What follows belongs to an exercise in optimizing a design on an open flow for small area, a short achievable clock period and few clock cycles; a production flow would make more cautious choices. Where RTL was checked, it was by simulation tests only, not by an equivalence proof against the original.

==> flow/design.v <==
module sisb_alu (
    input  wire        clk,
    input  wire        rst,           
    input  wire        in_valid,
    output wire        in_ready,
    input  wire [3:0]  in_op,
    input  wire [15:0] in_a,
    input  wire [15:0] in_b,
    output reg         out_valid,
    output reg  [15:0] out_result,
    output reg         out_ovf,
    output reg         out_fatal,
    output reg  [1:0]  out_cause
);
    function [3:0] msb16(input [15:0] x);
        reg h8, h4, h2, h1;
        reg [7:0] y8;
        reg [3:0] y4;
        reg [1:0] y2;
        begin
            h8 = |x[15:8];  y8 = h8 ? x[15:8] : x[7:0];
            h4 = |y8[7:4];  y4 = h4 ? y8[7:4] : y8[3:0];
            h2 = |y4[3:2];  y2 = h2 ? y4[3:2] : y4[1:0];
            h1 = y2[1];
            msb16 = {h8, h4, h2, h1};
        end
    endfunction
    function [15:0] lenval(input [15:0] x);
        reg [15:0] n, pre;
        integer i;
        begin
            n = ~x;
            pre[0] = 1'b1;
            for (i = 1; i < 16; i = i + 1) pre[i] = pre[i-1] & n[i-1];
            lenval = x[15] ? (n | pre) : x;
        end
    endfunction
    function [5:0] booth(input [4:0] w);
        begin
            booth[5] = w[3] ^ w[2];
            booth[4] = (w[4] & ~w[3] & ~w[2]) | (~w[4] & w[3] & w[2]);
            booth[3] = w[4];
            booth[2] = w[1] ^ w[0];
            booth[1] = (w[2] & ~w[1] & ~w[0]) | (~w[2] & w[1] & w[0]);
            booth[0] = w[2];
        end
    endfunction
    function [4:0] window(input [15:0] v, input [1:0] g);
        reg [16:0] vx;
        begin
            vx = {v, 1'b0};
            case (g)
                2'd0: window = vx[4:0];
                2'd1: window = vx[8:4];
                2'd2: window = vx[12:8];
                default: window = vx[16:12];
            endcase
        end
    endfunction
    function [1:0] ndig(input [15:0] x);
        begin
            if (x[15:3] == {13{x[15]}})      ndig = 2'd0;
            else if (x[15:7] == {9{x[15]}})  ndig = 2'd1;
            else if (x[15:11] == {5{x[15]}}) ndig = 2'd2;
            else                             ndig = 2'd3;
        end
    endfunction
    reg        xv;           
    reg        xfirst;       
    reg        m_mul, m_div, m_pow;    
    reg        s_add, s_log, s_shl, s_shr;   
    reg        x_sub;        
    reg  [1:0] x_lsel;       
    reg        x_fatal;
    reg  [1:0] x_cause;
    reg        x_ovfc;       
    reg        d_sa, d_sb, d_rem;      
    reg        x_fill;       
    reg [15:0] xa, xm;
    reg [17:0] xb;           
    reg  [3:0] cnt;          
    reg  [3:0] d_ia;         
    reg        d_nza;        
    reg  [1:0] dc;           
    reg  [5:0] bsel;         
    reg        mfirst;       
    reg        ph;           
    wire [4:0]  d_diff  = {1'b0, d_ia} - {1'b0, cnt};
    wire        d_quick = ~d_nza | d_diff[4];           
    wire [3:0]  sh_amt  = m_div ? d_diff[3:0] : cnt;
    wire [17:0] shl_out = {{2{xb[15]}}, xb[15:0]} << sh_amt;
    wire        a_sub   = m_div ? (d_sa == d_sb) : x_sub;
    wire [17:0] add_y   = a_sub ? ~xb : xb;
    wire [17:0] add_x   = {{2{xa[15]}}, xa};
    wire [17:0] sum     = add_x + add_y + {17'd0, a_sub};
    wire        add_ovf = sum[16] ^ sum[15];
    wire [17:0] z_t = add_x ^ add_y;
    wire [17:0] z_c = {add_x[16:0] | add_y[16:0], a_sub};
    wire        sum_zero = (z_t == z_c);
    wire [15:0] fill_mask = ~(16'hFFFF << cnt);
    wire [15:0] shr_rev = shl_out[15:0] | (fill_mask & {16{x_fill}});
    reg  [15:0] shr_out;
    integer ri;
    always @(*) for (ri = 0; ri < 16; ri = ri + 1) shr_out[ri] = shr_rev[15 - ri];
    reg  [15:0] log_out;
    always @(*) begin
        case (x_lsel)
            2'd0:    log_out = xa & xb[15:0];
            2'd1:    log_out = xa | xb[15:0];
            default: log_out = xa ^ xb[15:0];
        endcase
    end
    wire        d_acc  = d_sa ? (sum[17] | sum_zero) : ~sum[17];
    wire [15:0] d_r_n  = d_acc ? sum[15:0] : xa;
    wire [15:0] q_in   = out_result;
    wire [14:0] q_neg_hi = ~q_in[14:0] + 15'd1;
    wire        qneg   = d_sa ^ d_sb;
    wire        d_last = (cnt == 4'd0);
    wire [15:0] d_res1 = (d_last & d_rem) ? sum[15:0] :
                         (d_last & qneg)  ? {~q_in[14:0], 1'b1} : {q_in[14:0], 1'b1};
    wire [15:0] d_res0 = (d_last & d_rem) ? xa :
                         (d_last & qneg)  ? {q_neg_hi, 1'b0} : {q_in[14:0], 1'b0};
    wire [15:0] d_res  = d_acc ? d_res1 : d_res0;
    wire        d_ovf  = ~d_rem & ~qneg & q_in[14];
    wire        bh_one = bsel[5], bh_two = bsel[4], bh_neg = bsel[3];
    wire        bl_one = bsel[2], bl_two = bsel[1], bl_neg = bsel[0];
    wire [21:0] mx  = {{6{xm[15]}}, xm};
    wire [21:0] mx2 = {{5{xm[15]}}, xm, 1'b0};
    wire [21:0] pph = ((bh_one ? mx : 22'd0) | (bh_two ? mx2 : 22'd0)) ^ {22{bh_neg}};
    wire [21:0] ppl = ((bl_one ? mx : 22'd0) | (bl_two ? mx2 : 22'd0)) ^ {22{bl_neg}};
    wire [15:0] p_in = mfirst ? 16'd0 : out_result;
    wire [21:0] pacc = {{2{p_in[15]}}, p_in, 1'b0, bh_neg, 1'b0, bl_neg};
    wire [21:0] mac  = pacc + {pph[19:0], 2'b00} + ppl;
    wire        mac_oor = (mac[21:15] != {7{mac[15]}});
    wire        st_in   = xfirst ? 1'b0 : out_ovf;
    wire        mac_ovf = st_in | mac_oor;
    wire        m_end   = (dc == 2'd0);           
    wire [15:0] msrc    = ph ? xa : xm;           
    wire [15:0] xbl     = {xb[14:0], 1'b0};
    wire        p_bit   = xbl[cnt];               
    wire        pow_last = m_end & (ph | ~p_bit) & (cnt == 4'd1);
    wire [1:0]  nd_xa   = ndig(xa);
    wire x_done = ~(m_mul | m_div | m_pow) | (m_mul & m_end)
                | (m_div & (xfirst ? d_quick : d_last))
                | (m_pow & pow_last);
    assign in_ready = ~xv | x_done;
    wire accept = in_valid & in_ready;
    wire i_add = (in_op == 4'h0), i_sub = (in_op == 4'h1), i_mul = (in_op == 4'h2);
    wire i_div = (in_op == 4'h3), i_pow = (in_op == 4'h4), i_rem = (in_op == 4'h5);
    wire i_and = (in_op == 4'h6), i_or  = (in_op == 4'h7), i_xor = (in_op == 4'h8);
    wire i_not = (in_op == 4'h9), i_shl = (in_op == 4'hA), i_shr = (in_op == 4'hB);
    wire i_rsv = (in_op[3:2] == 2'b11);
    wire i_dr  = i_div | i_rem;
    wire i_sh  = i_shl | i_shr;
    wire b_zero    = (in_b == 16'd0);
    wire b_one     = (in_b == 16'd1);
    wire shift_bad = (in_b[15:4] != 12'd0);
    wire fat_div   = i_dr & b_zero;
    wire fat_pow   = i_pow & in_b[15];
    wire fat_sh    = i_sh & shift_bad;
    wire i_fatal   = fat_div | fat_pow | fat_sh | i_rsv;
    wire [1:0] i_cause = i_rsv ? 2'd3 : fat_pow ? 2'd2 : fat_sh ? 2'd1 : 2'd0;
    wire [15:0] la = lenval(in_a);
    wire [15:0] lb = lenval(in_b);
    wire [3:0]  ia = msb16(la);
    wire [3:0]  ib = msb16(lb);
    wire a_zero  = (in_a == 16'd0);
    wire a_one   = (in_a == 16'd1);
    wire a_mone  = (in_a == 16'hFFFF);
    wire p_small = b_zero | b_one | a_zero | a_one | a_mone;
    wire p_evbig = ~in_a[0] & (in_b[15:4] != 12'd0);    
    wire p_gen   = i_pow & ~in_b[15] & ~p_small & ~p_evbig;
    wire [1:0] na = ndig(in_a);
    wire [1:0] nb = ndig(in_b);
    wire       mswap = (nb < na);    
    wire [5:0] bs_a  = booth(window(in_a, na));
    wire [5:0] bs_b  = booth(window(in_b, nb));
    reg [15:0] a_rev;
    integer ai;
    always @(*) for (ai = 0; ai < 16; ai = ai + 1) a_rev[ai] = in_a[15 - ai];
    wire [15:0] pow_small_val = b_zero ? 16'd1 : a_mone ? {{15{in_b[0]}}, 1'b1} : in_a;
    always @(posedge clk) begin
        if (rst) begin
            xv <= 1'b0;
            out_valid <= 1'b0;
        end else begin
            out_valid <= xv & x_done;
            if (accept) xv <= 1'b1;
            else if (x_done) xv <= 1'b0;
        end
    end
    always @(posedge clk) begin
        if (accept) begin
            xfirst  <= 1'b1;
            mfirst  <= 1'b1;
            ph      <= i_mul;
            dc      <= (i_mul & mswap) ? nb : na;
            bsel    <= (i_mul & mswap) ? bs_b : bs_a;
            m_mul   <= i_mul;
            m_div   <= i_dr & ~b_zero;
            m_pow   <= p_gen;
            s_add   <= i_add | i_sub;
            s_shl   <= i_shl & ~shift_bad;
            s_shr   <= i_shr & ~shift_bad;
            s_log   <= i_and | i_or | i_xor | i_not | (i_pow & ~in_b[15] & ~p_gen);
            x_sub   <= i_sub;
            x_lsel  <= i_and ? 2'd0 : (i_xor | i_not) ? 2'd2 : 2'd1;
            x_fatal <= i_fatal;
            x_cause <= i_cause;
            x_ovfc  <= i_pow & ~in_b[15] & ~p_small & p_evbig;
            d_sa    <= in_a[15];
            d_sb    <= in_b[15];
            d_rem   <= i_rem;
            d_ia    <= ia;
            d_nza   <= ~a_zero;
            x_fill  <= in_a[15];
            if (i_mul)
                xa <= mswap ? in_b : in_a;
            else if (i_pow & ~p_gen)
                xa <= (p_evbig & ~p_small) ? 16'd0 : pow_small_val;
            else
                xa <= in_a;
            if (i_shl)
                xb <= {2'b00, in_a};
            else if (i_shr)
                xb <= {2'b00, a_rev};
            else if (i_not)
                xb <= 18'h0FFFF;
            else if (i_pow & ~p_gen)
                xb <= 18'd0;
            else
                xb <= {{2{in_b[15]}}, in_b};
            xm <= (i_mul & ~mswap) ? in_b : in_a;
            if (i_sh)
                cnt <= in_b[3:0];
            else if (i_dr | i_pow)
                cnt <= ib;
            else
                cnt <= 4'd0;
        end else begin
            xfirst <= 1'b0;
            if (m_div) begin
                if (xfirst) begin
                    xb  <= shl_out;
                    cnt <= d_diff[3:0];
                end else begin
                    xa  <= d_r_n;
                    xb  <= {xb[17], xb[17:1]};
                    cnt <= cnt - 4'd1;
                end
            end
            if (m_mul | m_pow) begin
                dc     <= dc - 2'd1;
                bsel   <= booth(window(msrc, dc - 2'd1));
                mfirst <= m_end;
                if (m_pow & m_end) begin
                    xm <= mac[15:0];
                    if (~ph & p_bit) begin
                        ph   <= 1'b1;
                        dc   <= nd_xa;
                        bsel <= booth(window(xa, nd_xa));
                    end else begin
                        ph   <= 1'b0;
                        cnt  <= cnt - 4'd1;
                        dc   <= 2'd3;
                        bsel <= booth(mac[15:11]);
                    end
                end
            end
        end
    end
    always @(posedge clk) begin
        if (m_mul | m_pow) begin
            out_result <= mac[15:0];
            out_ovf    <= mac_ovf;
            out_fatal  <= 1'b0;
            out_cause  <= 2'd0;
        end else if (m_div) begin
            out_result <= xfirst ? ((d_quick & d_rem) ? xa : 16'd0) : d_res;
            out_ovf    <= ~xfirst & d_ovf;
            out_fatal  <= 1'b0;
            out_cause  <= 2'd0;
        end else begin
            out_result <= x_fatal ? 16'd0 :
                          s_add ? sum[15:0] :
                          s_shl ? shl_out[15:0] :
                          s_shr ? shr_out :
                          s_log ? log_out : 16'd0;
            out_ovf    <= ~x_fatal & (s_add ? add_ovf : x_ovfc);
            out_fatal  <= x_fatal;
            out_cause  <= x_fatal ? x_cause : 2'd0;
        end
    end
endmodule
==> flow/config.mk <==
export PLATFORM = sky130hd
export DESIGN_NAME = sisb_alu
export DESIGN_NICKNAME = sisb_alu
export VERILOG_FILES = /design/flow/design.v
export SDC_FILE = /design/flow/constraint.sdc
export NUM_CORES = 4
export LEC_CHECK = 0
export CAP_MARGIN = 20
export CORE_MARGIN = 2
export CORE_UTILIZATION = 40
export SETUP_SLACK_MARGIN = 5
export SLEW_MARGIN = 20
==> flow/constraint.sdc <==
create_clock -name core_clock -period 11.0 [get_ports {clk}]
set_input_delay 2.2000 -clock core_clock [delete_from_list [all_inputs] [get_ports {clk}]]
set_output_delay 2.2000 -clock core_clock [all_outputs]
set_load 0.01 [all_outputs]
run.sh (not shown) runs the stock make flow with config.mk's settings and CLKGATE_MAP_FILE= SYNTH_SCRIPT=/design/flow/synth_recipe.tcl, a recipe that flattens the netlist after the stock synthesis.
The first run finished clean.
==> next run, changes <==
--- a/flow/design.v
+++ b/flow/design.v
@@ -76,21 +76,15 @@
     reg        x_ovfc;       
     reg        d_sa, d_sb, d_rem;      
     reg        x_fill;       
-    reg [15:0] xa, xm;
-    reg [17:0] xb;           
+    reg [15:0] xa, xb, xm;
     reg  [3:0] cnt;          
-    reg  [3:0] d_ia;         
-    reg        d_nza;        
     reg  [1:0] dc;           
     reg  [5:0] bsel;         
     reg        mfirst;       
     reg        ph;           
-    wire [4:0]  d_diff  = {1'b0, d_ia} - {1'b0, cnt};
-    wire        d_quick = ~d_nza | d_diff[4];           
-    wire [3:0]  sh_amt  = m_div ? d_diff[3:0] : cnt;
-    wire [17:0] shl_out = {{2{xb[15]}}, xb[15:0]} << sh_amt;
+    wire [17:0] shl_out = {{2{xb[15]}}, xb} << cnt;
     wire        a_sub   = m_div ? (d_sa == d_sb) : x_sub;
-    wire [17:0] add_y   = a_sub ? ~xb : xb;
+    wire [17:0] add_y   = a_sub ? ~shl_out : shl_out;
     wire [17:0] add_x   = {{2{xa[15]}}, xa};
     wire [17:0] sum     = add_x + add_y + {17'd0, a_sub};
     wire        add_ovf = sum[16] ^ sum[15];
@@ -105,14 +99,14 @@
     reg  [15:0] log_out;
     always @(*) begin
         case (x_lsel)
-            2'd0:    log_out = xa & xb[15:0];
-            2'd1:    log_out = xa | xb[15:0];
-            default: log_out = xa ^ xb[15:0];
+            2'd0:    log_out = xa & xb;
+            2'd1:    log_out = xa | xb;
+            default: log_out = xa ^ xb;
         endcase
     end
     wire        d_acc  = d_sa ? (sum[17] | sum_zero) : ~sum[17];
     wire [15:0] d_r_n  = d_acc ? sum[15:0] : xa;
-    wire [15:0] q_in   = out_result;
+    wire [15:0] q_in   = xfirst ? 16'd0 : out_result;
     wire [14:0] q_neg_hi = ~q_in[14:0] + 15'd1;
     wire        qneg   = d_sa ^ d_sb;
     wire        d_last = (cnt == 4'd0);
@@ -140,8 +134,9 @@
     wire        p_bit   = xbl[cnt];               
     wire        pow_last = m_end & (ph | ~p_bit) & (cnt == 4'd1);
     wire [1:0]  nd_xa   = ndig(xa);
+    wire [1:0]  nd_mac  = ndig(mac[15:0]);
     wire x_done = ~(m_mul | m_div | m_pow) | (m_mul & m_end)
-                | (m_div & (xfirst ? d_quick : d_last))
+                | (m_div & d_last)
                 | (m_pow & pow_last);
     assign in_ready = ~xv | x_done;
     wire accept = in_valid & in_ready;
@@ -164,6 +159,8 @@
     wire [15:0] lb = lenval(in_b);
     wire [3:0]  ia = msb16(la);
     wire [3:0]  ib = msb16(lb);
+    wire [4:0]  d_s  = {1'b0, ia} - {1'b0, ib};
+    wire        d_quick = a_zero | d_s[4];           
     wire a_zero  = (in_a == 16'd0);
     wire a_one   = (in_a == 16'd1);
     wire a_mone  = (in_a == 16'hFFFF);
@@ -211,8 +208,6 @@
             d_sa    <= in_a[15];
             d_sb    <= in_b[15];
             d_rem   <= i_rem;
-            d_ia    <= ia;
-            d_nza   <= ~a_zero;
             x_fill  <= in_a[15];
             if (i_mul)
                 xa <= mswap ? in_b : in_a;
@@ -221,33 +216,29 @@
             else
                 xa <= in_a;
             if (i_shl)
-                xb <= {2'b00, in_a};
+                xb <= in_a;
             else if (i_shr)
-                xb <= {2'b00, a_rev};
+                xb <= a_rev;
             else if (i_not)
-                xb <= 18'h0FFFF;
+                xb <= 16'hFFFF;
             else if (i_pow & ~p_gen)
-                xb <= 18'd0;
+                xb <= 16'd0;
             else
-                xb <= {{2{in_b[15]}}, in_b};
+                xb <= in_b;
             xm <= (i_mul & ~mswap) ? in_b : in_a;
             if (i_sh)
                 cnt <= in_b[3:0];
-            else if (i_dr | i_pow)
+            else if (i_dr)
+                cnt <= d_quick ? 4'd0 : d_s[3:0];
+            else if (i_pow)
                 cnt <= ib;
             else
                 cnt <= 4'd0;
         end else begin
             xfirst <= 1'b0;
             if (m_div) begin
-                if (xfirst) begin
-                    xb  <= shl_out;
-                    cnt <= d_diff[3:0];
-                end else begin
-                    xa  <= d_r_n;
-                    xb  <= {xb[17], xb[17:1]};
-                    cnt <= cnt - 4'd1;
-                end
+                xa  <= d_r_n;
+                cnt <= cnt - 4'd1;
             end
             if (m_mul | m_pow) begin
                 dc     <= dc - 2'd1;
@@ -262,8 +253,8 @@
                     end else begin
                         ph   <= 1'b0;
                         cnt  <= cnt - 4'd1;
-                        dc   <= 2'd3;
-                        bsel <= booth(mac[15:11]);
+                        dc   <= nd_mac;
+                        bsel <= booth(window(mac[15:0], nd_mac));
                     end
                 end
             end
@@ -276,8 +267,8 @@
             out_fatal  <= 1'b0;
             out_cause  <= 2'd0;
         end else if (m_div) begin
-            out_result <= xfirst ? ((d_quick & d_rem) ? xa : 16'd0) : d_res;
-            out_ovf    <= ~xfirst & d_ovf;
+            out_result <= d_res;
+            out_ovf    <= d_ovf;
             out_fatal  <= 1'b0;
             out_cause  <= 2'd0;
         end else begin
What happened: Setup slack is worse by 0.23 ns. Cell area drops slightly. Critical path depth climbs by 12. Die area drops by a few percent. Via count drops by a few percent. Worst hold slack barely changes.
Testbench counts after the change, summed over its fixed seeds: cycles 28,382.
Function not checked in the first run of this note: the RTL went through the layout flow alone.

port drivers added, routing unchanged:
No port has a modelled driver above. Below, the same layouts with a new extraction and two added sets of constraints. Step 1, drivers: a clkbuf_16 drives clk and a buf_2 each remaining input, both assumed. Step 2, shift: input delay + t, output delay - t, t = (earliest + latest rising clock arrival at the registers) / 2. This alone moves slack from input paths to output paths. Three values: ideal ports, drivers, drivers and shift; two values: the first two.
run | t (ns) | slack for setup (ns) | worst setup path at the end | cell pins on the clock port's net
the first run | 0.407 | 5.210 / 5.165 / 4.873 | input to register | 1
the second run | 0.410 | 4.980 / 4.980 / 4.570 | input to register | 1
After both steps setup and hold are still met in every run listed. The setup slack of the second run, which loses most, moves by 0.000 ns with the drivers and by -0.410 ns with both steps.
